This is an optimization exercise on Yosys and OpenROAD, whose aim is small area, not a production implementation.
Only simulation tests tie the RTL to the original design; equivalence was not proved.
The clock port is modelled as an ideal driver, which makes a skipped or thinned clock tree look cheaper than it is; a real chip needs a root buffer or a tree.
No activity file was given, so power comes from the tool's default toggle rates.

== job 507 ==
==> flow/design.v (excerpt) <==
module smc_dbcodec (
    input  wire        clk,
    input  wire        rst,
    input  wire        in_valid,
    input  wire        in_gain,
    input  wire [63:0] in_db,
    output reg         out_valid,
    output reg  [15:0] out_word,
    output reg         out_nan
);
==> flow/config.mk <==
export PLATFORM = sky130hd
export DESIGN_NAME = smc_dbcodec
export DESIGN_NICKNAME = smc_dbcodec
export VERILOG_FILES = /design/flow/design.v
export SDC_FILE = /design/flow/constraint.sdc
export NUM_CORES = 4
export LEC_CHECK = 0
export ABC_AREA = 1
export CAP_MARGIN = 0
export CORE_MARGIN = 2
export CORE_UTILIZATION = 40
export CTS_BUF_LIST = sky130_fd_sc_hd__clkbuf_4
export CTS_CLUSTER_DIAMETER = 200
export CTS_CLUSTER_SIZE = 30
export GPL_TIMING_DRIVEN = 0
export SLEW_MARGIN = 0
==> flow/constraint.sdc <==
create_clock -name core_clock -period 8.0 [get_ports {clk}]
set_input_delay 1.6000 -clock core_clock [delete_from_list [all_inputs] [get_ports {clk}]]
set_output_delay 1.6000 -clock core_clock [all_outputs]
set_load 0.01 [all_outputs]
standard.sh (not shown) runs the stock make flow with config.mk's settings and CLKGATE_MAP_FILE= SYNTH_SCRIPT=/design/flow/synth_recipe.tcl, a recipe that flattens the netlist after the stock synthesis.
==> flow/flow/run.sh <==
#!/bin/bash
# Own layout flow:
#  2. candidate netlists: the standard netlist's combinational logic mapped again with
#     area-oriented ABC scripts, and a structure-keeping synthesis of the design mapped with the
#     same scripts (its registers renamed after the standard ones, matched by the net they drive);
#     each candidate must be proven equivalent to the standard netlist, the smallest is kept;
#  3. the standard layout flow on that netlist, with the smallest buffer on the ports.
# Each tool writes its full output to its own log file here.
set -uo pipefail
WORK=$(pwd)
export FLOWDIR="$WORK/flow"
OPENROAD="$FLOW_HOME/../tools/install/OpenROAD/bin/openroad"
[[ -x "$OPENROAD" ]] || OPENROAD=openroad
YOSYS="$FLOW_HOME/../tools/install/yosys/bin/yosys"
[[ -x "$YOSYS" ]] || YOSYS=yosys
export LIB="$FLOW_HOME/platforms/sky130hd/lib/sky130_fd_sc_hd__tt_025C_1v80.lib"
R="$WORK/orfs/results/$FLOW_PLATFORM/smc_dbcodec/base"

bash standard.sh synth > "$WORK/std_synth.log" 2>&1 || exit 1

C="$WORK/cand"
mkdir -p "$C"
cp "$R/1_2_yosys.v" "$C/std.v"
cd "$C"
for s in "$FLOWDIR"/scripts/*.abc; do
  n=$(basename "$s" .abc)
  ( OUT="$C/remap_$n.v" SCRIPT="$s" "$YOSYS" -c "$FLOWDIR/remap.tcl" > "$WORK/yosys_remap_$n.log" 2>&1 ) &
  ( OUT="$C/own_$n.raw.v" SCRIPT="$s" "$YOSYS" -c "$FLOWDIR/own.tcl" > "$WORK/yosys_own_$n.log" 2>&1 &&
    python3 "$FLOWDIR/rename_ff.py" "$C/std.v" "$C/own_$n.raw.v" "$C/own_$n.v" > "$WORK/rename_own_$n.log" 2>&1 &&
    cp "$C/own_$n.raw.v.stat" "$C/own_$n.v.stat" ) &
  while (( $(jobs -r | wc -l) >= ${NUM_CORES:-4} )); do sleep 1; done
done
wait

# check each candidate against the standard netlist; keep the smallest that passes
best=""; best_area=""
pick() {
  for v in "$@"; do
    [[ "$v" == *.raw.v ]] && continue
    [[ -f "$v" && -f "$v.stat" ]] || continue
    n=$(basename "$v" .v)
    if grep -qE 'lpflow_|probe_p|probec_p' "$v"; then continue; fi
    if grep -qE '\\[^ ]*[/:]' "$v"; then continue; fi
    CAND="$v" "$YOSYS" -c "$FLOWDIR/equiv.tcl" > "$WORK/yosys_equiv_$n.log" 2>&1 || continue
    grep -q "SUCCESS" "$WORK/yosys_equiv_$n.log" || continue
    a=$(awk '/Chip area/ {print $NF}' "$v.stat")
    echo "$n $a" >> "$WORK/candidates.txt"
    if [[ -z "$best" ]] || awk "BEGIN{exit !($a < $best_area)}"; then best="$v"; best_area="$a"; fi
  done
}
pick "$C"/remap_*.v "$C"/own_*.v

# second round: map the best candidate again
if [[ -n "$best" ]]; then
  cp "$best" "$C/round1.v"
  for s in "$FLOWDIR"/scripts/s[1-4].abc; do
    n=$(basename "$s" .abc)
    ( OUT="$C/again_$n.v" SCRIPT="$s" IN="$C/round1.v" "$YOSYS" -c "$FLOWDIR/remap.tcl" > "$WORK/yosys_again_$n.log" 2>&1 ) &
  done
  wait
  pick "$C"/again_*.v
fi
cd "$WORK"
echo "chosen: ${best:-standard} ${best_area}" >> "$WORK/candidates.txt"

if [[ -n "$best" ]]; then
  cp "$best" "$R/1_2_yosys.v"
  rm -f "$R/1_synth.odb" "$R/1_synth.sdc"
fi
bash standard.sh "BUFFER_PORTS_ARGS=-buffer_cell sky130_fd_sc_hd__buf_1" "CTS_ARGS=-sink_clustering_enable -repair_clock_nets -sink_clustering_size 30 -sink_clustering_max_diameter 200 -buf_list sky130_fd_sc_hd__clkbuf_4 -dont_use_dummy_load" cts > "$WORK/std_layout_cts.log" 2>&1 || exit 1
CTS_ODB="$R/4_cts.odb" CLK_PORT=clk ROOT_CELL=sky130_fd_sc_hd__clkbuf_8 "$OPENROAD" -no_init -exit "$FLOWDIR/onebuf.tcl" > "$WORK/openroad_onebuf.log" 2>&1 || exit 1
bash standard.sh "BUFFER_PORTS_ARGS=-buffer_cell sky130_fd_sc_hd__buf_1" "CTS_ARGS=-sink_clustering_enable -repair_clock_nets -sink_clustering_size 30 -sink_clustering_max_diameter 200 -buf_list sky130_fd_sc_hd__clkbuf_4 -dont_use_dummy_load" finish > "$WORK/std_layout.log" 2>&1
==> flow/flow/common.tcl <==
# shared by remap.tcl and own.tcl: the don't-use cells and the final clean-up
set dont_use {}
set f [open $::env(LIB) r]
foreach {- name} [regexp -all -inline {cell\s*\(\s*"?(sky130_fd_sc_hd__(?:lpflow_\w+|probec?_p_8))"?\s*\)} [read $f]] {
  lappend dont_use -dont_use $name
}
close $f
proc finish_netlist {} {
  yosys opt_clean -purge
  yosys hilomap -singleton -hicell sky130_fd_sc_hd__conb_1 HI -locell sky130_fd_sc_hd__conb_1 LO
  yosys setundef -zero
  yosys splitnets
  yosys opt_clean -purge
  yosys insbuf -buf sky130_fd_sc_hd__buf_1 A X
  yosys read_liberty -lib $::env(LIB)
  yosys tee -o $::env(OUT).stat stat -liberty $::env(LIB)
  yosys check -assert
  yosys write_verilog -noattr -nohex -nodec $::env(OUT)
}
==> flow/flow/onebuf.tcl <==
# Clock tree with one buffer: the flip-flops on the leaf buffers that CTS made are moved to the
# buffer the clock port drives, and the leaf buffers are removed.
read_db $::env(CTS_ODB)
set block [ord::get_db_block]
set clknet [[$block findBTerm $::env(CLK_PORT)] getNet]
set root ""
foreach it [$clknet getITerms] {
  if {[[$it getMTerm] getName] eq "A" && [string match "sky130_fd_sc_hd__clkbuf_*" [[[$it getInst] getMaster] getName]]} {
    set root [$it getInst]
  }
}
if {$root eq ""} { puts "no root clock buffer"; exit 1 }
set rootnet [[$root findITerm X] getNet]
set leaves {}
foreach it [$rootnet getITerms] {
  set inst [$it getInst]
  if {$inst ne $root && [string match "sky130_fd_sc_hd__clkbuf_*" [[$inst getMaster] getName]]} {
    lappend leaves $inst
  }
}
foreach leaf $leaves {
  set out [$leaf findITerm X]
  set net [$out getNet]
  foreach it [$net getITerms] {
    if {[$it getInst] ne $leaf} {
      $it disconnect
      $it connect $rootnet
    }
  }
  [$leaf findITerm A] disconnect
  $out disconnect
  puts "removed [$leaf getName]"
  odb::dbInst_destroy $leaf
  odb::dbNet_destroy $net
}
if {[info exists ::env(ROOT_CELL)]} {
  $root swapMaster [[ord::get_db] findMaster $::env(ROOT_CELL)]
}
puts "root [$root getName] [[$root getMaster] getName] drives [llength [$rootnet getITerms]] pins"
write_db $::env(CTS_ODB)
==> flow/flow/remap.tcl <==
# map again the combinational logic of the standard netlist (registers kept as they are)
source $::env(FLOWDIR)/common.tcl
yosys read_liberty -ignore_miss_func $::env(LIB)
yosys blackbox sky130_fd_sc_hd__dfxtp_1
if {[info exists ::env(IN)]} { yosys read_verilog $::env(IN) } else { yosys read_verilog std.v }
yosys hierarchy -top $::env(FLOW_TOP)
yosys flatten
yosys opt_clean -purge
yosys abc -script $::env(SCRIPT) -liberty $::env(LIB) {*}$dont_use
finish_netlist
==> flow/flow/rename_ff.py <==
#!/usr/bin/env python3
"""rename_ff.py STD CAND OUT: give each flip-flop in CAND the instance name of the flip-flop in
STD whose Q pin drives the same net; fail unless the two sets of flip-flops then match one to one
with the same cell types."""
import re, sys

FF = re.compile(r'^(\s*)(sky130_fd_sc_hd__(?:df|sdf|edf)\w+)\s+(\S+)\s*\((.*?)\);', re.M | re.S)


def flops(text):
    out = {}
    for m in FF.finditer(text):
        q = re.search(r'\.Q\(\s*(.*?)\s*\)', m.group(4))
        if not q:
            sys.exit('flip-flop without Q: ' + m.group(3))
        out[q.group(1)] = (m.group(2), m.group(3))
    return out


std = open(sys.argv[1]).read()
cand = open(sys.argv[2]).read()
fs, fc = flops(std), flops(cand)
if set(fs) != set(fc):
    sys.exit('flip-flop Q nets differ')
for q in fs:
    if fs[q][0] != fc[q][0]:
        sys.exit('cell type differs for ' + q)


def sub(m):
    q = re.search(r'\.Q\(\s*(.*?)\s*\)', m.group(4)).group(1)
    return f'{m.group(1)}{m.group(2)} {fs[q][1]} ({m.group(4)});'


new = FF.sub(sub, cand)
names = sorted(n for _, n in flops(new).values())
if names != sorted(n for _, n in fs.values()):
    sys.exit('names differ after renaming')
open(sys.argv[3], 'w').write(new)
==> flow/flow/scripts/s7.abc <==
strash
&get -n
&deepsyn -T 30 -S 5
&put
dch
amap
==> flow/flow/scripts/s8.abc <==
strash
amap
mfs2 -a -W 6 -M 5000
strash
dch
amap
Other scripts of this flow, unchanged in this note and not shown: flow/flow/equiv.tcl, flow/flow/own.tcl, flow/flow/scripts/s1.abc, flow/flow/scripts/s2.abc, flow/flow/scripts/s3.abc, flow/flow/scripts/s4.abc, flow/flow/scripts/s5.abc, flow/flow/scripts/s6.abc
Modified inputs, job 8985 compared to job 507
Settings: GPL_TIMING_DRIVEN removed (was 0); SLEW_MARGIN changed from 0 to 20; CAP_MARGIN changed from 0 to 20.
-- flow/flow/run.sh --
<<< job 507, line 12
OPENROAD="$FLOW_HOME/../tools/install/OpenROAD/bin/openroad"
[[ -x "$OPENROAD" ]] || OPENROAD=openroad
>>> job 8985, line 12
<<< job 507, line 70
bash standard.sh "BUFFER_PORTS_ARGS=-buffer_cell sky130_fd_sc_hd__buf_1" "CTS_ARGS=-sink_clustering_enable -repair_clock_nets -sink_clustering_size 30 -sink_clustering_max_diameter 200 -buf_list sky130_fd_sc_hd__clkbuf_4 -dont_use_dummy_load" cts > "$WORK/std_layout_cts.log" 2>&1 || exit 1
CTS_ODB="$R/4_cts.odb" CLK_PORT=clk ROOT_CELL=sky130_fd_sc_hd__clkbuf_8 "$OPENROAD" -no_init -exit "$FLOWDIR/onebuf.tcl" > "$WORK/openroad_onebuf.log" 2>&1 || exit 1
bash standard.sh "BUFFER_PORTS_ARGS=-buffer_cell sky130_fd_sc_hd__buf_1" "CTS_ARGS=-sink_clustering_enable -repair_clock_nets -sink_clustering_size 30 -sink_clustering_max_diameter 200 -buf_list sky130_fd_sc_hd__clkbuf_4 -dont_use_dummy_load" finish > "$WORK/std_layout.log" 2>&1
>>> job 8985, line 68
bash standard.sh "BUFFER_PORTS_ARGS=-buffer_cell sky130_fd_sc_hd__buf_1" finish > "$WORK/std_layout.log" 2>&1
removed: flow/flow/onebuf.tcl
## What came out
Fraction of the cycle the final worst path needs in job 8985 vs job 507: down 3.3 points
Between job 507 and job 8985, the difference in clock edge transition at the registers on the reported setup and hold paths is negligible.
Job 8985 vs job 507, largest net degree at the start of global routing went down by 2.
Between job 507 and job 8985, the via count of the first global-routing pass is higher for job 8985.
Final antenna-violating net count: job 507 vs job 8985 identical
On final area, the lower figure sits with job 507, not job 8985.
Arrival time at the worst endpoint in job 8985 vs job 507: down 0.14 ns
[inputs] job 7654 vs job 8985
-- flow/flow/run.sh --
<<< job 8985, line 33
# check each candidate against the standard netlist; keep the smallest that passes
>>> job 7654, line 33
<<< job 8985, line 35
pick() {
  for v in "$@"; do
    [[ "$v" == *.raw.v ]] && continue
    [[ -f "$v" && -f "$v.stat" ]] || continue
    n=$(basename "$v" .v)
    if grep -qE 'lpflow_|probe_p|probec_p' "$v"; then continue; fi
    if grep -qE '\\[^ ]*[/:]' "$v"; then continue; fi
    CAND="$v" "$YOSYS" -c "$FLOWDIR/equiv.tcl" > "$WORK/yosys_equiv_$n.log" 2>&1 || continue
    grep -q "SUCCESS" "$WORK/yosys_equiv_$n.log" || continue
    a=$(awk '/Chip area/ {print $NF}' "$v.stat")
    echo "$n $a" >> "$WORK/candidates.txt"
    if [[ -z "$best" ]] || awk "BEGIN{exit !($a < $best_area)}"; then best="$v"; best_area="$a"; fi
  done
}
pick "$C"/remap_*.v "$C"/own_*.v

# second round: map the best candidate again
if [[ -n "$best" ]]; then
  cp "$best" "$C/round1.v"
  for s in "$FLOWDIR"/scripts/s[1-4].abc; do
    n=$(basename "$s" .abc)
    ( OUT="$C/again_$n.v" SCRIPT="$s" IN="$C/round1.v" "$YOSYS" -c "$FLOWDIR/remap.tcl" > "$WORK/yosys_again_$n.log" 2>&1 ) &
  done
  wait
  pick "$C"/again_*.v
fi
>>> job 7654, line 34
for v in "$C"/remap_*.v "$C"/own_*.v; do
  [[ "$v" == *.raw.v ]] && continue
  [[ -f "$v" && -f "$v.stat" ]] || continue
  n=$(basename "$v" .v)
  if grep -qE 'lpflow_|probe_p|probec_p' "$v"; then continue; fi
  if grep -qE '\\[^ ]*[/:]' "$v"; then continue; fi
  CAND="$v" "$YOSYS" -c "$FLOWDIR/equiv.tcl" > "$WORK/yosys_equiv_$n.log" 2>&1 || continue
  grep -q "SUCCESS" "$WORK/yosys_equiv_$n.log" || continue
  a=$(awk '/Chip area/ {print $NF}' "$v.stat")
  echo "$n $a" >> "$WORK/candidates.txt"
  if [[ -z "$best" ]] || awk "BEGIN{exit !($a < $best_area)}"; then best="$v"; best_area="$a"; fi
done
<<< job 8985, line 68
bash standard.sh "BUFFER_PORTS_ARGS=-buffer_cell sky130_fd_sc_hd__buf_1" finish > "$WORK/std_layout.log" 2>&1
>>> job 7654, line 53
bash standard.sh "BUFFER_PORTS_ARGS=-buffer_cell sky130_fd_sc_hd__buf_1" "CTS_ARGS=-buf_list sky130_fd_sc_hd__clkbuf_8 -root_buf sky130_fd_sc_hd__clkbuf_8 -repair_clock_nets" finish > "$WORK/std_layout.log" 2>&1
-- flow/flow/remap.tcl --
<<< job 8985, line 5
if {[info exists ::env(IN)]} { yosys read_verilog $::env(IN) } else { yosys read_verilog std.v }
>>> job 7654, line 5
yosys read_verilog std.v
removed: flow/flow/scripts/s7.abc
removed: flow/flow/scripts/s8.abc
==> notes.md <==
- Between job 8985 and job 7654, the flow reports peak clock frequency supported by timing decreasing by a little under 10%.
- The switching power summed over all nets number comes out higher for job 8985 vs job 7654.
- Job 8985 → job 7654: fraction of power spent switching nets fell by 3.8 points, leakage dissipation rose by about 0.34%.
- Job 7654 ends up with a detailed-route wire length that is about 6% lower than in job 8985.
- Diff job 7654 and job 8985: vias per cell lower in job 7654
[inputs] job 7133 vs job 7654
Settings: changing CAP_MARGIN from 20 to 0; setting GPL_TIMING_DRIVEN to 0 for the first time; changing SLEW_MARGIN from 20 to 0.
-- flow/flow/run.sh --
<<< job 7654, line 33
>>> job 7133, line 33
# check each candidate against the standard netlist; keep the smallest that passes
<<< job 7654, line 34
for v in "$C"/remap_*.v "$C"/own_*.v; do
  [[ "$v" == *.raw.v ]] && continue
  [[ -f "$v" && -f "$v.stat" ]] || continue
  n=$(basename "$v" .v)
  if grep -qE 'lpflow_|probe_p|probec_p' "$v"; then continue; fi
  if grep -qE '\\[^ ]*[/:]' "$v"; then continue; fi
  CAND="$v" "$YOSYS" -c "$FLOWDIR/equiv.tcl" > "$WORK/yosys_equiv_$n.log" 2>&1 || continue
  grep -q "SUCCESS" "$WORK/yosys_equiv_$n.log" || continue
  a=$(awk '/Chip area/ {print $NF}' "$v.stat")
  echo "$n $a" >> "$WORK/candidates.txt"
  if [[ -z "$best" ]] || awk "BEGIN{exit !($a < $best_area)}"; then best="$v"; best_area="$a"; fi
done
>>> job 7133, line 35
pick() {
  for v in "$@"; do
    [[ "$v" == *.raw.v ]] && continue
    [[ -f "$v" && -f "$v.stat" ]] || continue
    n=$(basename "$v" .v)
    if grep -qE 'lpflow_|probe_p|probec_p' "$v"; then continue; fi
    if grep -qE '\\[^ ]*[/:]' "$v"; then continue; fi
    CAND="$v" "$YOSYS" -c "$FLOWDIR/equiv.tcl" > "$WORK/yosys_equiv_$n.log" 2>&1 || continue
    grep -q "SUCCESS" "$WORK/yosys_equiv_$n.log" || continue
    a=$(awk '/Chip area/ {print $NF}' "$v.stat")
    echo "$n $a" >> "$WORK/candidates.txt"
    if [[ -z "$best" ]] || awk "BEGIN{exit !($a < $best_area)}"; then best="$v"; best_area="$a"; fi
  done
}
pick "$C"/remap_*.v "$C"/own_*.v

# second round: map the best candidate again
if [[ -n "$best" ]]; then
  cp "$best" "$C/round1.v"
  for s in "$FLOWDIR"/scripts/s[1-4].abc; do
    n=$(basename "$s" .abc)
    ( OUT="$C/again_$n.v" SCRIPT="$s" IN="$C/round1.v" "$YOSYS" -c "$FLOWDIR/remap.tcl" > "$WORK/yosys_again_$n.log" 2>&1 ) &
  done
  wait
  pick "$C"/again_*.v
fi
<<< job 7654, line 53
bash standard.sh "BUFFER_PORTS_ARGS=-buffer_cell sky130_fd_sc_hd__buf_1" "CTS_ARGS=-buf_list sky130_fd_sc_hd__clkbuf_8 -root_buf sky130_fd_sc_hd__clkbuf_8 -repair_clock_nets" finish > "$WORK/std_layout.log" 2>&1
>>> job 7133, line 68
bash standard.sh "BUFFER_PORTS_ARGS=-buffer_cell sky130_fd_sc_hd__buf_1" "CTS_ARGS=-sink_clustering_enable -repair_clock_nets -sink_clustering_size 30 -sink_clustering_max_diameter 200 -buf_list sky130_fd_sc_hd__clkbuf_4 -dont_use_dummy_load" finish > "$WORK/std_layout.log" 2>&1
-- flow/flow/remap.tcl --
<<< job 7654, line 5
yosys read_verilog std.v
>>> job 7133, line 5
if {[info exists ::env(IN)]} { yosys read_verilog $::env(IN) } else { yosys read_verilog std.v }
==> flow/flow/scripts/s7.abc (new file) <==
strash
&get -n
&deepsyn -T 30 -S 5
&put
dch
amap
==> flow/flow/scripts/s8.abc (new file) <==
strash
amap
mfs2 -a -W 6 -M 5000
strash
dch
amap
Notes after the runs:
- As of job 7133, met1 wire length had fallen slightly compared to job 7654.
- Job 7654 → job 7133: number of vias in the routed layout shrank by about 1.5%; routed wire length was more or less identical; worst-case setup margin in the final layout now larger.
- Going from job 7654 to job 7133, data required time at the worst endpoint went up 0.03 ns; final cycle utilization of the critical path fell 5.7 points; met1 layer usage reported by global route increased 1.1 points.

port drivers added, routing unchanged:
The results above use ideal ports. As a check the final layouts listed here were re-extracted and re-timed, cells and wires unchanged. Step 1, drivers: a clkbuf_16 drives clk and a buf_2 each remaining input, both assumed. Step 2 moves the port delays by t, midway between the first and last clock arrival at a register: inputs arrive t later, outputs are due t later. That takes back most of the time a late clock gives input paths. Slacks: no drivers / after step 1 / after step 2; pairs: no drivers / after step 1.
run | t, ns | setup slack, ns | clock arrival spread, ns | cell pins on the clock port's net
job 507 | 0.185 | 1.228 / 1.219 / 1.034 | 0.001 / 0.002 | 1
job 8985 | 0.311 | 1.493 / 1.486 / 1.175 | 0.003 / 0.002 | 1
job 7654 | 0.268 | 0.883 / 0.885 / 0.618 | 0.001 / 0.001 | 1
job 7133 | 0.304 | 1.340 / 1.329 / 1.025 | 0.009 / 0.009 | 1
After both steps setup and hold are still met in every run listed. The setup slack of job 8985, which loses most, moves by -0.007 ns with the drivers and by -0.318 ns with both steps.
